From an optimization exercise on the open Yosys and OpenROAD flow, aimed at small area; shortcuts taken in it are not production practice.
Where RTL was checked, it was by simulation tests only, not by an equivalence proof against the original.
Power figures rest on the tool's default switching activity, not on a simulated workload.

==> inputs of job 3818 <==
==> flow/design.v <==
module ouman_reader (
    input  wire        clk,
    input  wire        rst_n,         
    input  wire        tick,          
    input  wire        start,
    input  wire [7:0]  start_id,
    output wire        busy,
    output wire        done,
    output wire [7:0]  tx_data,
    output wire        tx_valid,
    input  wire        tx_ready,
    input  wire        rx_valid,
    input  wire [7:0]  rx_data,
    output reg         rx_ovr,
    input  wire        ovr_clr,
    output wire [2:0]  err,
    output wire [2:0]  rtype,
    output wire [7:0]  crcv,
    output wire [8:0]  res_len,
    output reg  [31:0] field0,
    output reg  [31:0] field1,
    output reg  [31:0] field2,
    output reg  [31:0] field3,
    output reg  [31:0] field4,
    output reg  [31:0] field5,
    input  wire [7:0]  raw_off,
    output wire        raw_valid,
    output wire [7:0]  raw_value
);
    localparam [7:0] READ_OPCODE = 8'h52;
    localparam [2:0] T_RAW = 3'd0, T_TEMP = 3'd1, T_DEVICE = 3'd2, T_DATETIME = 3'd3,
                     T_SET1 = 3'd4, T_SET2 = 3'd5, T_INFO = 3'd6;
    localparam [2:0] S_IDLE = 3'b000, S_DONE = 3'b001,
                     S_TX   = 3'b100, S_RX   = 3'b101,
                     S_FIN1 = 3'b110, S_FIN2 = 3'b111;
    function [2:0] classify;
        input [7:0] id;
        begin
            if (id == 8'h01)                 classify = T_DEVICE;
            else if (id == 8'h10)            classify = T_TEMP;
            else if (id[7:4] == 4'h2)        classify = T_INFO;
            else if (id == 8'h30)            classify = T_DATETIME;
            else if (id == 8'h40)            classify = T_SET1;
            else if (id == 8'h41)            classify = T_SET2;
            else                             classify = T_RAW;
        end
    endfunction
    function [8:0] min_len;
        input [2:0] t;
        case (t)
            T_TEMP:     min_len = 9'd8;
            T_DEVICE:   min_len = 9'd24;
            T_DATETIME: min_len = 9'd13;
            T_SET1:     min_len = 9'd28;
            T_SET2:     min_len = 9'd17;
            T_INFO:     min_len = 9'd21;
            default:    min_len = 9'd0;
        endcase
    endfunction
    reg [2:0]  state;
    reg [7:0]  cur_id;
    reg [8:0]  cnt;        
    reg [7:0]  rx_len;
    reg [3:0]  rx_timer;   
    reg [7:0]  acc;        
    reg [1:0]  err_r;      
    reg [7:0]  fifo_mem [0:3];
    reg [2:0]  fifo_rd;
    reg [2:0]  fifo_wr;
    wire st_tx = (state == S_TX);
    wire st_rx = (state == S_RX);
    assign busy     = state[2];
    assign done     = !state[2] & state[0];
    assign tx_valid = st_tx;
    reg [7:0] tx_byte;
    always @(*) begin
        case (cnt[2:0])
            3'd0:    tx_byte = 8'h02;
            3'd1:    tx_byte = READ_OPCODE;
            3'd2:    tx_byte = 8'h02;
            3'd3:    tx_byte = 8'h00;
            3'd4:    tx_byte = cur_id;
            default: tx_byte = READ_OPCODE + 8'h02 + cur_id;
        endcase
    end
    assign tx_data = tx_byte;
    wire fifo_empty = (fifo_wr == fifo_rd);
    wire fifo_full  = (fifo_wr[1:0] == fifo_rd[1:0]) && (fifo_wr[2] != fifo_rd[2]);
    wire [7:0] rx_b = fifo_empty ? rx_data : fifo_mem[fifo_rd[1:0]];
    wire take       = st_rx && (!fifo_empty || rx_valid);
    wire push       = rx_valid && !fifo_full && !(take && fifo_empty);
    wire pop        = take && !fifo_empty;
    always @(posedge clk) begin
        if (push)
            fifo_mem[fifo_wr[1:0]] <= rx_data;
    end
    always @(posedge clk) begin
        if (!rst_n) begin
            fifo_rd <= 3'd0;
            fifo_wr <= 3'd0;
        end else begin
            if (push) fifo_wr <= fifo_wr + 3'd1;
            if (pop)  fifo_rd <= fifo_rd + 3'd1;
        end
    end
    always @(posedge clk) begin
        if (!rst_n)
            rx_ovr <= 1'b0;
        else if (rx_valid && fifo_full)
            rx_ovr <= 1'b1;
        else if (ovr_clr)
            rx_ovr <= 1'b0;
    end
    wire [8:0] cnt_inc   = cnt + 9'd1;
    wire       last_byte = (cnt == {1'b0, rx_len} + 9'd3);
    always @(posedge clk) begin
        if (!rst_n) begin
            state <= S_IDLE;
        end else begin
            case (state)
                S_IDLE, S_DONE: begin
                    state <= S_IDLE;
                    if (start) begin
                        cur_id <= start_id;
                        cnt    <= 9'd0;
                        state  <= S_TX;
                    end
                end
                S_TX: begin
                    if (tx_ready) begin
                        cnt <= cnt_inc;
                        if (cnt[2:0] == 3'd5) begin
                            state    <= S_RX;
                            cnt      <= 9'd0;
                            rx_timer <= 4'd0;
                            acc      <= 8'd0;
                        end
                    end
                end
                S_RX: begin
                    if (take) begin
                        rx_timer <= 4'd0;
                        cnt      <= cnt_inc;
                        if (cnt == 9'd2)
                            rx_len <= rx_b;
                        if (cnt == 9'd0) begin
                            if (rx_b != 8'h02) begin
                                state <= S_FIN1;
                                err_r <= 2'b10;
                                cnt   <= 9'd0;
                            end
                        end else if (last_byte) begin
                            state <= S_FIN1;
                            err_r <= (acc != rx_b) ? 2'b11 : 2'b00;
                        end else begin
                            acc <= acc + rx_b;
                        end
                    end else if (tick) begin
                        rx_timer <= rx_timer + 4'd1;
                        if (rx_timer == 4'd15) begin
                            state <= S_FIN1;
                            err_r <= 2'b01;
                            cnt   <= 9'd0;
                            acc   <= 8'd0;
                        end
                    end
                end
                S_FIN1:  state <= S_FIN2;
                default: state <= S_DONE;
            endcase
        end
    end
    wire [8:0] cnt_m5 = cnt - 9'd5;
    wire [7:0] addr   = st_rx ? cnt_m5[7:0] : raw_off;
    wire [255:0] rsel;
    wire [15:0]  hi_n, lo_n;
    wire [7:0]   rd_or;
    wire [7:0]   wd [0:3];
    genvar gq;
    generate
        for (gq = 0; gq < 4; gq = gq + 1) begin : g_wd
            ouman_mux2x8 u_wd (.s(st_rx), .a(rd_or), .b(rx_b), .y(wd[gq]));
        end
    endgenerate
    ouman_predec u_predec (.a(addr), .hi_n(hi_n), .lo_n(lo_n));
    reg  [2047:0] mem;     
    genvar gi, gb;
    generate
        for (gi = 0; gi < 256; gi = gi + 1) begin : g_slot
            if (gi < 254) begin : g_used
                ouman_nor2 u_rsel (.a(hi_n[gi/16]), .b(lo_n[gi%16]), .y(rsel[gi]));
                always @(posedge clk) begin
                    if (rsel[gi])
                        mem[8*gi +: 8] <= wd[gi/64];
                end
            end else begin : g_unused
                assign rsel[gi] = 1'b0;
            end
        end
    endgenerate
    wire [7:0] rd_n;
    generate
        for (gb = 0; gb < 8; gb = gb + 1) begin : g_rbit
            wire [253:0] d;
            for (gi = 0; gi < 256; gi = gi + 1) begin : g_d
                if (gi < 254)
                    assign d[gi] = mem[8*gi + gb];
            end
            ouman_aomux u_mux (.sel(rsel[253:0]), .d(d), .y_n(rd_n[gb]));
        end
    endgenerate
    assign rd_or = ~rd_n;
    assign raw_valid = !busy && !cnt_m5[8] && (raw_off < cnt_m5[7:0]);
    assign raw_value = raw_valid ? rd_or : 8'h00;
    wire       complete = (cnt != 9'd0);
    wire [2:0] cls      = classify(cur_id);
    wire       short_pl = (cnt < min_len(cls));
    wire       fok      = complete && !short_pl;
    assign res_len = cnt;
    assign crcv    = acc;
    assign rtype   = complete ? cls : T_RAW;
    assign err     = {1'b0, err_r[1] | (complete & short_pl), err_r[0]};
    always @(*) begin
        field0 = 32'd0; field1 = 32'd0; field2 = 32'd0;
        field3 = 32'd0; field4 = 32'd0; field5 = 32'd0;
        if (fok) begin
            case (cls)
                T_TEMP: begin
                    field0 = {{16{mem[7]}}, mem[0 +: 8], mem[8 +: 8]};
                end
                T_DEVICE: begin
                    field0 = {mem[24 +: 8], mem[16 +: 8], mem[8 +: 8], mem[0 +: 8]};
                    field1 = {mem[56 +: 8], mem[48 +: 8], mem[40 +: 8], mem[32 +: 8]};
                    field2 = {24'd0, mem[64 +: 8]};
                    field3 = {mem[96 +: 8], mem[88 +: 8], mem[80 +: 8], mem[72 +: 8]};
                    field4 = {mem[128 +: 8], mem[120 +: 8], mem[112 +: 8], mem[104 +: 8]};
                    field5 = {24'd0, mem[136 +: 8]};
                end
                T_DATETIME: begin
                    field0 = {16'd0, mem[0 +: 8], mem[8 +: 8]};
                    field1 = {24'd0, mem[16 +: 8]};
                    field2 = {24'd0, mem[24 +: 8]};
                    field3 = {24'd0, mem[32 +: 8]};
                    field4 = {24'd0, mem[40 +: 8]};
                    field5 = {24'd0, mem[48 +: 8]};
                end
                T_SET1: begin
                    field0 = {24'd0, mem[0 +: 8]};
                    field1 = {24'd0, mem[8 +: 8]};
                    field2 = {24'd0, mem[16 +: 8]};
                    field3 = {24'd0, mem[24 +: 8]};
                    field4 = {24'd0, mem[32 +: 8]};
                    field5 = {24'd0, mem[168 +: 8]};
                end
                T_SET2: begin
                    field0 = {24'd0, mem[80 +: 8]};
                end
                T_INFO: begin
                    field0 = {24'd0, mem[0 +: 8]};
                    field1 = {24'd0, mem[112 +: 8]};
                end
                default: ;
            endcase
        end
    end
endmodule
module ouman_predec (
    input  wire [7:0]  a,
    output wire [15:0] hi_n,
    output wire [15:0] lo_n
);
    genvar i;
    generate
        for (i = 0; i < 16; i = i + 1) begin : g_pre
            assign hi_n[i]  = !(a[7:4] == i);
            assign lo_n[i]  = !(a[3:0] == i);
        end
    endgenerate
endmodule
module ouman_aomux (
    input  wire [253:0] sel,
    input  wire [253:0] d,
    output wire         y_n
);
    wire [84:0] n0;    
    wire [21:0] n1;    
    wire [5:0]  n2;    
    wire [1:0]  n3;    
    genvar m;
    generate
        for (m = 0; m < 84; m = m + 1) begin : g_l0
            ouman_ao222n u (.a1(sel[3*m]), .b1(d[3*m]), .a2(sel[3*m+1]), .b2(d[3*m+1]),
                            .a3(sel[3*m+2]), .b3(d[3*m+2]), .y(n0[m]));
        end
        ouman_ao22n u_l0_last (.a1(sel[252]), .b1(d[252]), .a2(sel[253]), .b2(d[253]), .y(n0[84]));
        for (m = 0; m < 19; m = m + 1) begin : g_l1a
            ouman_nand4 u (.a(n0[4*m]), .b(n0[4*m+1]), .c(n0[4*m+2]), .d(n0[4*m+3]), .y(n1[m]));
        end
        for (m = 0; m < 3; m = m + 1) begin : g_l1b
            ouman_nand3 u (.a(n0[76+3*m]), .b(n0[77+3*m]), .c(n0[78+3*m]), .y(n1[19+m]));
        end
        for (m = 0; m < 4; m = m + 1) begin : g_l2a
            ouman_or4 u (.a(n1[4*m]), .b(n1[4*m+1]), .c(n1[4*m+2]), .d(n1[4*m+3]), .y(n2[m]));
        end
        for (m = 0; m < 2; m = m + 1) begin : g_l2b
            ouman_or3 u (.a(n1[16+3*m]), .b(n1[17+3*m]), .c(n1[18+3*m]), .y(n2[4+m]));
        end
        for (m = 0; m < 2; m = m + 1) begin : g_l3
            ouman_or3 u (.a(n2[3*m]), .b(n2[3*m+1]), .c(n2[3*m+2]), .y(n3[m]));
        end
    endgenerate
    ouman_nor2 u_l4 (.a(n3[0]), .b(n3[1]), .y(y_n));
endmodule
module ouman_ao222n (input wire a1, b1, a2, b2, a3, b3, output wire y);
    assign y = !((a1 && b1) || (a2 && b2) || (a3 && b3));
endmodule
module ouman_ao22n (input wire a1, b1, a2, b2, output wire y);
    assign y = !((a1 && b1) || (a2 && b2));
endmodule
module ouman_nand4 (input wire a, b, c, d, output wire y);
    assign y = !(a && b && c && d);
endmodule
module ouman_nand3 (input wire a, b, c, output wire y);
    assign y = !(a && b && c);
endmodule
module ouman_or4 (input wire a, b, c, d, output wire y);
    assign y = a || b || c || d;
endmodule
module ouman_or3 (input wire a, b, c, output wire y);
    assign y = a || b || c;
endmodule
module ouman_nor2 (input wire a, b, output wire y);
    assign y = !(a || b);
endmodule
module ouman_mux2x8 (input wire s, input wire [7:0] a, input wire [7:0] b, output wire [7:0] y);
    assign y = s ? b : a;
endmodule
==> flow/flow/run.sh <==
#!/bin/bash
# Standard ORFS layout (standard.sh), with these options changed:
#  - port buffers use the smallest buffer cell;
#  - clock tree: larger sink clusters and no dummy balancing loads.
set -euo pipefail
export REMOVE_ABC_BUFFERS=1
export BUFFER_PORTS_ARGS="-buffer_cell sky130_fd_sc_hd__buf_1"
export CTS_ARGS="-sink_clustering_enable -repair_clock_nets -dont_use_dummy_load -buf_list sky130_fd_sc_hd__clkbuf_8 -sink_clustering_buffer sky130_fd_sc_hd__clkbuf_8 -sink_clustering_size 19 -sink_clustering_max_diameter 52"
bash standard.sh > flow_make.log 2>&1
==> flow/standard.sh <==
#!/bin/bash
# synth_recipe.tcl (not shown) runs the flow's synth.tcl, then flattens the netlist and writes it again
# the make line also repeats each setting of config.mk as NAME=value (left out here)
make -C /OpenROAD-flow-scripts/flow DESIGN_CONFIG=/design/flow/config.mk WORK_HOME=/design/flow/orfs CLKGATE_MAP_FILE= SYNTH_SCRIPT=/design/flow/synth_recipe.tcl "${@:-finish}"
==> flow/config.mk <==
export PLATFORM = sky130hd
export DESIGN_NAME = ouman_reader
export DESIGN_NICKNAME = ouman_reader
export VERILOG_FILES = /design/flow/design.v
export SDC_FILE = /design/flow/constraint.sdc
export NUM_CORES = 4
export LEC_CHECK = 0
export CAP_MARGIN = 10
export CORE_MARGIN = 2
export CORE_UTILIZATION = 50
export GPL_TIMING_DRIVEN = 0
export PLACE_DENSITY = 0.8
export SETUP_SLACK_MARGIN = 0.2
export SLEW_MARGIN = 10
export SYNTH_HIERARCHICAL = 1
==> flow/constraint.sdc <==
create_clock -name core_clock -period 10.0 [get_ports {clk}]
set_input_delay 2.0000 -clock core_clock [delete_from_list [all_inputs] [get_ports {clk}]]
set_output_delay 2.0000 -clock core_clock [all_outputs]
set_load 0.01 [all_outputs]
==> job 1453: changes against job 3818 <==
--- a/flow/design.v
+++ b/flow/design.v
@@ -171,16 +171,10 @@
         end
     end
-    wire [8:0] cnt_m5 = cnt - 9'd5;
-    wire [7:0] addr   = st_rx ? cnt_m5[7:0] : raw_off;
+    wire [8:0] raw_idx = 9'd5 + {1'b0, raw_off};
+    wire [7:0] addr    = st_rx ? cnt[7:0] : raw_idx[7:0];
     wire [255:0] rsel;
     wire [15:0]  hi_n, lo_n;
     wire [7:0]   rd_or;
-    wire [7:0]   wd [0:3];
-    genvar gq;
-    generate
-        for (gq = 0; gq < 4; gq = gq + 1) begin : g_wd
-            ouman_mux2x8 u_wd (.s(st_rx), .a(rd_or), .b(rx_b), .y(wd[gq]));
-        end
-    endgenerate
+    wire [7:0]   wd = st_rx ? rx_b : rd_or;
     ouman_predec u_predec (.a(addr), .hi_n(hi_n), .lo_n(lo_n));
     reg  [2047:0] mem;     
@@ -188,9 +182,9 @@
     generate
         for (gi = 0; gi < 256; gi = gi + 1) begin : g_slot
-            if (gi < 254) begin : g_used
+            if (gi != 3 && gi != 4) begin : g_used
                 ouman_nor2 u_rsel (.a(hi_n[gi/16]), .b(lo_n[gi%16]), .y(rsel[gi]));
                 always @(posedge clk) begin
                     if (rsel[gi])
-                        mem[8*gi +: 8] <= wd[gi/64];
+                        mem[8*gi +: 8] <= wd;
                 end
             end else begin : g_unused
@@ -204,12 +198,14 @@
             wire [253:0] d;
             for (gi = 0; gi < 256; gi = gi + 1) begin : g_d
-                if (gi < 254)
+                if (gi < 3)
                     assign d[gi] = mem[8*gi + gb];
+                else if (gi > 4)
+                    assign d[gi-2] = mem[8*gi + gb];
             end
-            ouman_aomux u_mux (.sel(rsel[253:0]), .d(d), .y_n(rd_n[gb]));
+            ouman_aomux u_mux (.sel({rsel[255:5], rsel[2:0]}), .d(d), .y_n(rd_n[gb]));
         end
     endgenerate
     assign rd_or = ~rd_n;
-    assign raw_valid = !busy && !cnt_m5[8] && (raw_off < cnt_m5[7:0]);
+    assign raw_valid = !busy && (raw_idx < cnt);
     assign raw_value = raw_valid ? rd_or : 8'h00;
     wire       complete = (cnt != 9'd0);
@@ -227,36 +223,36 @@
             case (cls)
                 T_TEMP: begin
-                    field0 = {{16{mem[7]}}, mem[0 +: 8], mem[8 +: 8]};
+                    field0 = {{16{mem[47]}}, mem[40 +: 8], mem[48 +: 8]};
                 end
                 T_DEVICE: begin
-                    field0 = {mem[24 +: 8], mem[16 +: 8], mem[8 +: 8], mem[0 +: 8]};
-                    field1 = {mem[56 +: 8], mem[48 +: 8], mem[40 +: 8], mem[32 +: 8]};
-                    field2 = {24'd0, mem[64 +: 8]};
-                    field3 = {mem[96 +: 8], mem[88 +: 8], mem[80 +: 8], mem[72 +: 8]};
-                    field4 = {mem[128 +: 8], mem[120 +: 8], mem[112 +: 8], mem[104 +: 8]};
-                    field5 = {24'd0, mem[136 +: 8]};
+                    field0 = {mem[64 +: 8], mem[56 +: 8], mem[48 +: 8], mem[40 +: 8]};
+                    field1 = {mem[96 +: 8], mem[88 +: 8], mem[80 +: 8], mem[72 +: 8]};
+                    field2 = {24'd0, mem[104 +: 8]};
+                    field3 = {mem[136 +: 8], mem[128 +: 8], mem[120 +: 8], mem[112 +: 8]};
+                    field4 = {mem[168 +: 8], mem[160 +: 8], mem[152 +: 8], mem[144 +: 8]};
+                    field5 = {24'd0, mem[176 +: 8]};
                 end
                 T_DATETIME: begin
-                    field0 = {16'd0, mem[0 +: 8], mem[8 +: 8]};
-                    field1 = {24'd0, mem[16 +: 8]};
-                    field2 = {24'd0, mem[24 +: 8]};
-                    field3 = {24'd0, mem[32 +: 8]};
-                    field4 = {24'd0, mem[40 +: 8]};
-                    field5 = {24'd0, mem[48 +: 8]};
+                    field0 = {16'd0, mem[40 +: 8], mem[48 +: 8]};
+                    field1 = {24'd0, mem[56 +: 8]};
+                    field2 = {24'd0, mem[64 +: 8]};
+                    field3 = {24'd0, mem[72 +: 8]};
+                    field4 = {24'd0, mem[80 +: 8]};
+                    field5 = {24'd0, mem[88 +: 8]};
                 end
                 T_SET1: begin
-                    field0 = {24'd0, mem[0 +: 8]};
-                    field1 = {24'd0, mem[8 +: 8]};
-                    field2 = {24'd0, mem[16 +: 8]};
-                    field3 = {24'd0, mem[24 +: 8]};
-                    field4 = {24'd0, mem[32 +: 8]};
-                    field5 = {24'd0, mem[168 +: 8]};
+                    field0 = {24'd0, mem[40 +: 8]};
+                    field1 = {24'd0, mem[48 +: 8]};
+                    field2 = {24'd0, mem[56 +: 8]};
+                    field3 = {24'd0, mem[64 +: 8]};
+                    field4 = {24'd0, mem[72 +: 8]};
+                    field5 = {24'd0, mem[208 +: 8]};
                 end
                 T_SET2: begin
-                    field0 = {24'd0, mem[80 +: 8]};
+                    field0 = {24'd0, mem[120 +: 8]};
                 end
                 T_INFO: begin
-                    field0 = {24'd0, mem[0 +: 8]};
-                    field1 = {24'd0, mem[112 +: 8]};
+                    field0 = {24'd0, mem[40 +: 8]};
+                    field1 = {24'd0, mem[152 +: 8]};
                 end
                 default: ;
@@ -301,11 +297,11 @@
         end
         for (m = 0; m < 4; m = m + 1) begin : g_l2a
-            ouman_or4 u (.a(n1[4*m]), .b(n1[4*m+1]), .c(n1[4*m+2]), .d(n1[4*m+3]), .y(n2[m]));
+            ouman_nor4 u (.a(n1[4*m]), .b(n1[4*m+1]), .c(n1[4*m+2]), .d(n1[4*m+3]), .y(n2[m]));
         end
         for (m = 0; m < 2; m = m + 1) begin : g_l2b
-            ouman_or3 u (.a(n1[16+3*m]), .b(n1[17+3*m]), .c(n1[18+3*m]), .y(n2[4+m]));
+            ouman_nor3 u (.a(n1[16+3*m]), .b(n1[17+3*m]), .c(n1[18+3*m]), .y(n2[4+m]));
         end
         for (m = 0; m < 2; m = m + 1) begin : g_l3
-            ouman_or3 u (.a(n2[3*m]), .b(n2[3*m+1]), .c(n2[3*m+2]), .y(n3[m]));
+            ouman_nand3 u (.a(n2[3*m]), .b(n2[3*m+1]), .c(n2[3*m+2]), .y(n3[m]));
         end
     endgenerate
@@ -324,14 +320,11 @@
     assign y = !(a && b && c);
 endmodule
-module ouman_or4 (input wire a, b, c, d, output wire y);
-    assign y = a || b || c || d;
+module ouman_nor4 (input wire a, b, c, d, output wire y);
+    assign y = !(a || b || c || d);
 endmodule
-module ouman_or3 (input wire a, b, c, output wire y);
-    assign y = a || b || c;
+module ouman_nor3 (input wire a, b, c, output wire y);
+    assign y = !(a || b || c);
 endmodule
 module ouman_nor2 (input wire a, b, output wire y);
     assign y = !(a || b);
 endmodule
-module ouman_mux2x8 (input wire s, input wire [7:0] a, input wire [7:0] b, output wire [7:0] y);
-    assign y = s ? b : a;
-endmodule
==> flow/flow/run.sh (replaced) <==
#!/bin/bash
# Standard ORFS layout (standard.sh), with two options changed:
#  - port buffers use the smallest buffer cell;
#  - clock tree: larger sink clusters and no dummy balancing loads.
set -euo pipefail
export BUFFER_PORTS_ARGS="-buffer_cell sky130_fd_sc_hd__buf_1"
export CTS_ARGS="-sink_clustering_enable -repair_clock_nets -dont_use_dummy_load -sink_clustering_size 30 -sink_clustering_max_diameter 60"
bash standard.sh > flow_make.log 2>&1
- CAP_MARGIN: 10 -> 20
- CORE_UTILIZATION: 50 -> 40
- GPL_TIMING_DRIVEN: 0 -> unset
- PLACE_DENSITY: 0.8 -> unset
- SETUP_SLACK_MARGIN: 0.2 -> unset
- SLEW_MARGIN: 10 -> 20
==> job 3019: changes against job 3818 <==
--- a/flow/design.v
+++ b/flow/design.v
@@ -176,11 +176,5 @@
     wire [15:0]  hi_n, lo_n;
     wire [7:0]   rd_or;
-    wire [7:0]   wd [0:3];
-    genvar gq;
-    generate
-        for (gq = 0; gq < 4; gq = gq + 1) begin : g_wd
-            ouman_mux2x8 u_wd (.s(st_rx), .a(rd_or), .b(rx_b), .y(wd[gq]));
-        end
-    endgenerate
+    wire [7:0]   wd = st_rx ? rx_b : rd_or;
     ouman_predec u_predec (.a(addr), .hi_n(hi_n), .lo_n(lo_n));
     reg  [2047:0] mem;     
@@ -192,5 +186,5 @@
                 always @(posedge clk) begin
                     if (rsel[gi])
-                        mem[8*gi +: 8] <= wd[gi/64];
+                        mem[8*gi +: 8] <= wd;
                 end
             end else begin : g_unused
@@ -333,5 +327,2 @@
     assign y = !(a || b);
 endmodule
-module ouman_mux2x8 (input wire s, input wire [7:0] a, input wire [7:0] b, output wire [7:0] y);
-    assign y = s ? b : a;
-endmodule
==> flow/flow/run.sh (replaced) <==
#!/bin/bash
# Standard ORFS layout (standard.sh), with these options changed:
#  - port buffers use the smallest buffer cell;
#  - clock tree: larger sink clusters and no dummy balancing loads.
set -euo pipefail
export REMOVE_ABC_BUFFERS=1
export BUFFER_PORTS_ARGS="-buffer_cell sky130_fd_sc_hd__buf_1"
export CTS_ARGS="-sink_clustering_enable -repair_clock_nets -dont_use_dummy_load -sink_clustering_buffer sky130_fd_sc_hd__clkbuf_8 -sink_clustering_size 18 -sink_clustering_max_diameter 50"
bash standard.sh > flow_make.log 2>&1
- SETUP_SLACK_MARGIN: 0.2 -> unset
==> metrics.md <==
| Metric | Value |
|---|---|
| Core region area | 0.154 mm² |
| Multi-input gate area | ~0.014 mm² |
| Register area share after synthesis | roughly 81% |
| Non-filler instance count after layout | 6,523 |
| Most frequent cells after synthesis | edfxtp_1 (2,103), a222oi_1 (720), nor2_1 (357) |
| Multiplexer fraction of the synthesized cell area | 0.357% |
| Via total after detailed routing | roughly 45k |
| Run status | timing/DRC/antenna clean |
| Clock Power | ~4.0 mW |
| Setup slack of the most critical reg-to-reg path | ~1.9 ns |
| Critical path, cell by cell | inv_1 -> ha_1 -> nor2b_1 -> nor4_1 -> xnor2_1 -> o21ai_2 -> buf_6 -> nand4b_1 -> nor2_1 -> a222oi_1 -> nand4_1 -> or4_1 -> or3_1 -> nor2_1 -> nor3_1 -> buf_1 |
| Slew at the pin with the worst max-slew slack | between 1 and 1.5 ns |
| Post-cts gate resize count | 0 |
# the run above: job 3019

==> metrics.md <==
| Metric | Value |
|---|---|
| Die width | around 400 µm |
| Run status | timing/DRC/antenna clean |
| Multiplexer fraction of the synthesized cell area | less than 1% |
| Via total after detailed routing | around 46k |
| Non-filler instance count after layout | between 6k and 7k |
| Post-cts gate resize count | 11 |
| Most frequent cells after synthesis | edfxtp_1 (2,103), a222oi_1 (720), nor2_1 (374) |
| Share of synthesized registers carrying an async set or reset | 0% |
| Register area share after synthesis | about four fifths |
| Dominant combinational cell family by area after synthesis | compound AO/OA/AOI/OAI gates |
| Max Root-Sink Buffers | 3 |
| Clock Power | around 3.7 mW |
| Setup slack of the most critical reg-to-reg path | around 3 ns |
| Core region area | 0.156 mm² |
| Number of global-route vias before repair | between 40k and 50k |
| Multi-input gate area | approximately 0.015 mm² |
# the run above: job 3818

==> metrics.md <==
| Metric | Value |
|---|---|
| Multiplexer fraction of the synthesized cell area | 0.401% |
| Run status | timing/DRC/antenna clean |
| Most frequent cells after synthesis | edfxtp_1 (2,103), a222oi_1 (720), nor2_1 (361) |
| Design internal power | approximately 14 mW |
| Critical path, cell by cell | buf_1 -> ha_1 -> o2111ai_1 -> xnor2_1 -> mux2_2 -> or4b_1 -> buf_4 -> nor2_1 -> buf_4 -> a222oi_1 -> nand4_1 -> nor4_2 -> nand3_1 -> nor2_1 -> nor4_1 -> buf_4 -> buf_1 |
| Final-layout clock-cell area share | 3.79% |
| Non-filler instance count after layout | around 7.2k |
| Slew at the pin with the worst max-slew slack | 1.23 ns |
| Register area share after synthesis | between 80 and 90% |
| Post-cts gate resize count | 0 |
| Via total after detailed routing | approximately 45k |
| Clock Power | about 5 mW |
| Gate family responsible for the most delay along the worst path | simple AND/OR/NAND/NOR gates |
| Maximum fanout along the worst path | 16 |
| Core region area | 0.194 mm² |
| # clock sinks | around 2.1k |
# the run above: job 1453

No functional check of the RTL was part of job 1453.

==> re-timing with driven ports <==
The results above use ideal ports. As a check the final layouts listed here were re-extracted and re-timed, cells and wires unchanged.
Step 1 (the two cells are an assumption about what drives the block):
set clk [get_ports {clk}]
set_driving_cell -lib_cell sky130_fd_sc_hd__clkbuf_16 $clk
set_driving_cell -lib_cell sky130_fd_sc_hd__buf_2 [delete_from_list [all_inputs] $clk]
Step 2 moves the port delays by t, midway between the first and last clock arrival at a register: inputs arrive t later, outputs are due t later. That takes back most of the time a late clock gives input paths.
Slacks: ideal ports / drivers / drivers and shift; pairs: ideal ports / drivers.
run	t (ns)	setup slack, ns	worst setup path after step 2	worst data-port slew with drivers (ns)	cell pins on the clock port's net
job 3818	0.971	0.548 / 0.474 / 0.890	input to output	0.17	1
job 1453	0.851	0.784 / 0.727 / 0.727	input to output	0.14	1
job 3019	0.818	0.418 / 0.342 / 0.859	input to output	0.18	1
After both steps setup and hold are still met in every run listed. The setup slack of job 1453, which loses most, moves by -0.057 ns with the drivers and by -0.057 ns with both steps.
